This is an optimization exercise on Yosys and OpenROAD, whose aim is small area, not a production implementation. The RTL was checked by simulation tests, not by an equivalence proof against the original design. Power figures rest on the tool's default switching activity, not on a simulated workload. The flow treats the clock pin as an ideal source, which a real chip does not have.

==> flow/design.v <==
module trap_dispatcher (
    input  wire        clk,
    input  wire        rst,
    input  wire        cmd_valid,
    input  wire [7:0]  cmd_code,
    input  wire [31:0] cmd_a0,
    input  wire [31:0] cmd_a1,
    input  wire [31:0] cmd_a2,
    output wire        rsp_valid,
    output wire [1:0]  rsp_status,
    output wire [31:0] rsp_r0,
    output wire        co_valid,
    output wire [31:0] co_fn,
    output wire [31:0] co_ctx,
    output wire [15:0] co_opcode,
    output wire [31:0] co_pc,
    output wire [15:0] fault
);
    localparam [1:0] ST_OK    = 2'd0;
    localparam [1:0] ST_FAIL  = 2'd1;
    localparam [1:0] ST_FAULT = 2'd2;
    reg  [1:0]  ph;
    reg         busy;
    reg         c_legal;       
    reg  [1:0]  c_op;          
    reg  [31:0] h0;            
    reg  [31:0] h1;            
    reg  [1:0]  hf;            
    reg         trap_init;
    reg         f0, f5, f7, f8, f9;
    reg  [4:0]  fhead;         
    reg  [5:0]  fcnt;          
    wire op_init = c_op == 2'd0;
    wire op_bind = c_op == 2'd1;
    wire op_free = c_op == 2'd2;
    wire op_disp = c_op == 2'd3;
    wire [4:0] slot = op_bind ? fhead : h0[4:0];
    wire       rsp  = busy & (ph == slot[1:0]);
    wire [65:0] head [0:7];
    wire [65:0] rd = head[slot[4:2]];
    wire [31:0] rd_fn  = rd[31:0];
    wire [31:0] rd_ctx = rd[63:32];
    wire [1:0]  rd_fl  = rd[65:64];
    wire        bound  = |rd_fn;
    wire g_illegal = ~c_legal;
    wire g_noinit  = c_legal & ~op_init & ~trap_init;
    wire g_ok      = c_legal & trap_init;
    wire g_nullfn  = g_ok & op_bind & (h0 == 32'd0);
    wire g_full    = g_ok & op_bind & (fcnt == 6'd0);
    wire g_bind    = g_ok & op_bind & ~g_nullfn & ~g_full;
    wire g_badslot = g_ok & op_free & (h0[31:5] != 27'd0);
    wire g_dfree   = g_ok & op_free & ~g_badslot & ~bound;
    wire g_free    = g_ok & op_free & ~g_badslot & bound;
    wire g_hit     = g_ok & op_disp & (h0[11:5] == 7'd0) & bound;
    wire g_release = g_free | (g_hit & rd_fl[0]);
    wire g_init    = c_legal & op_init;
    wire is_fault  = g_illegal | g_noinit | g_nullfn | g_badslot | g_dfree;
    wire wr_slot   = rsp & (g_bind | g_release);
    wire wr_all    = busy & g_init;
    wire [31:0] wd_fn   = op_bind ? h0 : 32'd0;
    wire [4:0]  wd_link = op_bind ? h1[4:0] : fhead;
    genvar r;
    generate
        for (r = 0; r < 8; r = r + 1) begin : g_ring
            reg  [65:0] e0, e1, e2, e3;
            wire [4:0]  init_link = r * 4 + ph + 1;
            wire        we = wr_all | (wr_slot & (slot[4:2] == r));
            wire [65:0] wd = {hf, h1[31:5], (g_init ? init_link : wd_link), wd_fn};
            always @(posedge clk) begin
                e0 <= e1;
                e1 <= e2;
                e2 <= e3;
                e3 <= we ? wd : e0;
            end
            assign head[r] = e0;
        end
    endgenerate
    always @(posedge clk) begin
        if (rst) begin
            ph        <= 2'd0;
            busy      <= 1'b0;
            trap_init <= 1'b0;
            f0 <= 1'b0; f5 <= 1'b0; f7 <= 1'b0; f8 <= 1'b0; f9 <= 1'b0;
        end else begin
            ph <= ph + 2'd1;
            if (rsp) begin
                busy <= 1'b0;
                if (g_illegal) f0 <= 1'b1;
                if (g_nullfn)  f5 <= 1'b1;
                if (g_noinit)  f7 <= 1'b1;
                if (g_badslot) f8 <= 1'b1;
                if (g_dfree)   f9 <= 1'b1;
                if (g_init) begin
                    trap_init <= 1'b1;
                    fhead     <= 5'd0;
                    fcnt      <= 6'd32;
                end
                if (g_bind) begin
                    fhead <= rd_ctx[4:0];
                    fcnt  <= fcnt - 6'd1;
                end
                if (g_release) begin
                    fhead <= slot;
                    fcnt  <= fcnt + 6'd1;
                end
            end
            if (cmd_valid) begin
                busy    <= 1'b1;
                c_legal <= cmd_code[7:2] == 6'b010000;
                c_op    <= cmd_code[1:0];
                h0      <= {cmd_a0[31:2], (cmd_code[1:0] == 2'd0) ? ph : cmd_a0[1:0]};
                h1      <= cmd_code[1] ? cmd_a1 : cmd_a2;
                hf      <= cmd_a1[1:0];
            end
        end
    end
    assign rsp_valid  = rsp;
    assign rsp_status = is_fault ? ST_FAULT : g_full ? ST_FAIL : ST_OK;
    assign rsp_r0     = g_full ? 32'hFFFF_FFFF :
                        g_bind ? {27'd0, slot} :
                        g_hit  ? {30'd0, rd_fl[1], ~rd_fl[1]} : 32'd0;
    assign co_valid   = rsp & g_hit;
    assign co_fn      = rd_fn;
    assign co_ctx     = rd_ctx;
    assign co_opcode  = h0[15:0];
    assign co_pc      = h1;
    assign fault = {6'd0,
                    f9 | (rsp & g_dfree),
                    f8 | (rsp & g_badslot),
                    f7 | (rsp & g_noinit),
                    1'b0,
                    f5 | (rsp & g_nullfn),
                    4'd0,
                    f0 | (rsp & g_illegal)};
endmodule
Settings: LEC_CHECK=0, CAP_MARGIN=20, CORE_MARGIN=2, CORE_UTILIZATION=85, SLEW_MARGIN=20; clock period 10.0 ns.
standard.sh (not shown) runs the stock make flow with config.mk's settings and CLKGATE_MAP_FILE= SYNTH_SCRIPT=/design/flow/synth_recipe.tcl, a recipe that flattens the netlist after the stock synthesis.
==> flow/flow/run.sh <==
#!/bin/bash
# Standard layout with three changes:
#  - synthesis is the standard one with an area-oriented ABC mapping script
#    (strash; dch -f; map -a, twice). Every other synthesis step is unchanged, so
#    the registers are the standard synthesis's (checked below; if they
#    differ, the standard netlist is used instead);
#  - the port buffers use the smallest buffer (buf_1);
#  - CTS builds larger sink clusters and inserts no dummy loads.
set -euo pipefail
W=$PWD
R=$W/orfs/results/sky130hd/trap_dispatcher/base

# Standard synthesis, kept to check the registers against
bash standard.sh synth > synth_standard.log 2>&1
cp $R/1_2_yosys.v $W/standard_1_2_yosys.v
cp $R/1_synth.odb $W/standard_1_synth.odb

# Same synthesis, area-oriented ABC script
rm -rf $W/scripts_area
cp -r "$FLOW_HOME/scripts" $W/scripts_area
printf 'strash\ndch -f\nmap -a\nstrash\ndch -f\nmap -a\ntopo\n' > $W/scripts_area/abc_speed.script
rm -f $R/1_2_yosys.v $R/1_synth.odb
bash standard.sh SCRIPTS_DIR=$W/scripts_area synth > synth_area.log 2>&1

if ! python3 flow/regs.py $W/standard_1_2_yosys.v $R/1_2_yosys.v > regs_check.log 2>&1; then
  echo "registers differ: using the standard netlist" >> regs_check.log
  cp $W/standard_1_2_yosys.v $R/1_2_yosys.v
  cp $W/standard_1_synth.odb $R/1_synth.odb
fi

bash standard.sh \
  BUFFER_PORTS_ARGS="-buffer_cell sky130_fd_sc_hd__buf_1" \
  CTS_ARGS="-sink_clustering_enable -repair_clock_nets -dont_use_dummy_load -sink_clustering_size 30 -sink_clustering_max_diameter 70" \
  finish > layout.log 2>&1
==> flow/flow/regs.py <==
"""Compare the registers (instance name and cell type) of two Yosys netlists.
Exit 0 if they are the same, 1 otherwise."""
import re
import sys


def regs(path):
    text = open(path).read()
    out = set()
    for m in re.finditer(r"^\s*(sky130_fd_sc_hd__\w+)\s+(\S+)\s*\(", text, re.M):
        cell, name = m.group(1), m.group(2)
        base = cell[len("sky130_fd_sc_hd__"):]
        if re.match(r"(s?e?df|dl)", base):
            out.add((re.sub(r"_\d+$", "", base), name))
    return out


a, b = regs(sys.argv[1]), regs(sys.argv[2])
print(f"registers: {len(a)} standard, {len(b)} area-mapped, {len(a ^ b)} differ")
sys.exit(0 if a == b and a else 1)
The first run ran to the end with no violations.
Next try:
--- a/flow/design.v
+++ b/flow/design.v
@@ -29,11 +29,10 @@
     reg         trap_init;
     reg         f0, f5, f7, f8, f9;
-    reg  [4:0]  fhead;         
-    reg  [5:0]  fcnt;          
+    reg  [5:0]  fhead;         
     wire op_init = c_op == 2'd0;
     wire op_bind = c_op == 2'd1;
     wire op_free = c_op == 2'd2;
     wire op_disp = c_op == 2'd3;
-    wire [4:0] slot = op_bind ? fhead : h0[4:0];
+    wire [4:0] slot = op_bind ? fhead[4:0] : h0[4:0];
     wire       rsp  = busy & (ph == slot[1:0]);
     wire [65:0] head [0:7];
@@ -47,5 +46,5 @@
     wire g_ok      = c_legal & trap_init;
     wire g_nullfn  = g_ok & op_bind & (h0 == 32'd0);
-    wire g_full    = g_ok & op_bind & (fcnt == 6'd0);
+    wire g_full    = g_ok & op_bind & fhead[5];
     wire g_bind    = g_ok & op_bind & ~g_nullfn & ~g_full;
     wire g_badslot = g_ok & op_free & (h0[31:5] != 27'd0);
@@ -59,12 +58,12 @@
     wire wr_all    = busy & g_init;
     wire [31:0] wd_fn   = op_bind ? h0 : 32'd0;
-    wire [4:0]  wd_link = op_bind ? h1[4:0] : fhead;
+    wire [5:0]  wd_link = op_bind ? h1[5:0] : fhead;
     genvar r;
     generate
         for (r = 0; r < 8; r = r + 1) begin : g_ring
             reg  [65:0] e0, e1, e2, e3;
-            wire [4:0]  init_link = r * 4 + ph + 1;
+            wire [5:0]  init_link = r * 4 + ph + 1;
             wire        we = wr_all | (wr_slot & (slot[4:2] == r));
-            wire [65:0] wd = {hf, h1[31:5], (g_init ? init_link : wd_link), wd_fn};
+            wire [65:0] wd = {hf, h1[31:6], (g_init ? init_link : wd_link), wd_fn};
             always @(posedge clk) begin
                 e0 <= e1;
@@ -93,14 +92,11 @@
                 if (g_init) begin
                     trap_init <= 1'b1;
-                    fhead     <= 5'd0;
-                    fcnt      <= 6'd32;
+                    fhead     <= 6'd0;
                 end
                 if (g_bind) begin
-                    fhead <= rd_ctx[4:0];
-                    fcnt  <= fcnt - 6'd1;
+                    fhead <= rd_ctx[5:0];
                 end
                 if (g_release) begin
-                    fhead <= slot;
-                    fcnt  <= fcnt + 6'd1;
+                    fhead <= {1'b0, slot};
                 end
             end
Fmax barely changes.
Count of clock-buffer cells in the layout is unchanged.
Non-clock buffer count rose by 6.
Total power fell slightly.
Routed wire length fell by a few percent.
Global-route usage fell by 0.60 points.
Final area fell slightly.
Synthesized area fell slightly.
Utilization fell by 0.20 points.
Via count fell by a few percent.
Die area fell slightly.
Hold slack got worse by 0.017 ns.

[static timing again, ports no longer ideal]
Ports are ideal in the flow. The routed layouts listed here were re-timed in OpenROAD. Step 1 sets driving cells, clkbuf_16 on the clock port and buf_2 on the other inputs (assumed; they add their load-dependent delay and slew). Step 2, shift: input delay + t, output delay - t, t = (earliest + latest rising clock arrival at the registers) / 2. This alone moves slack from input paths to output paths. Slacks: ideal ports / drivers / drivers and shift; pairs: ideal ports / drivers.
run | t (ns) | slack for setup (ns) | worst setup path after step 2 | worst data-port slew with drivers (ns)
the first run | 0.722 | 1.705 / 1.633 / 1.992 | register to register | 0.06
the second run | 0.721 | 1.720 / 1.649 / 2.032 | register to register | 0.05
After both steps setup and hold are still met in every run listed.
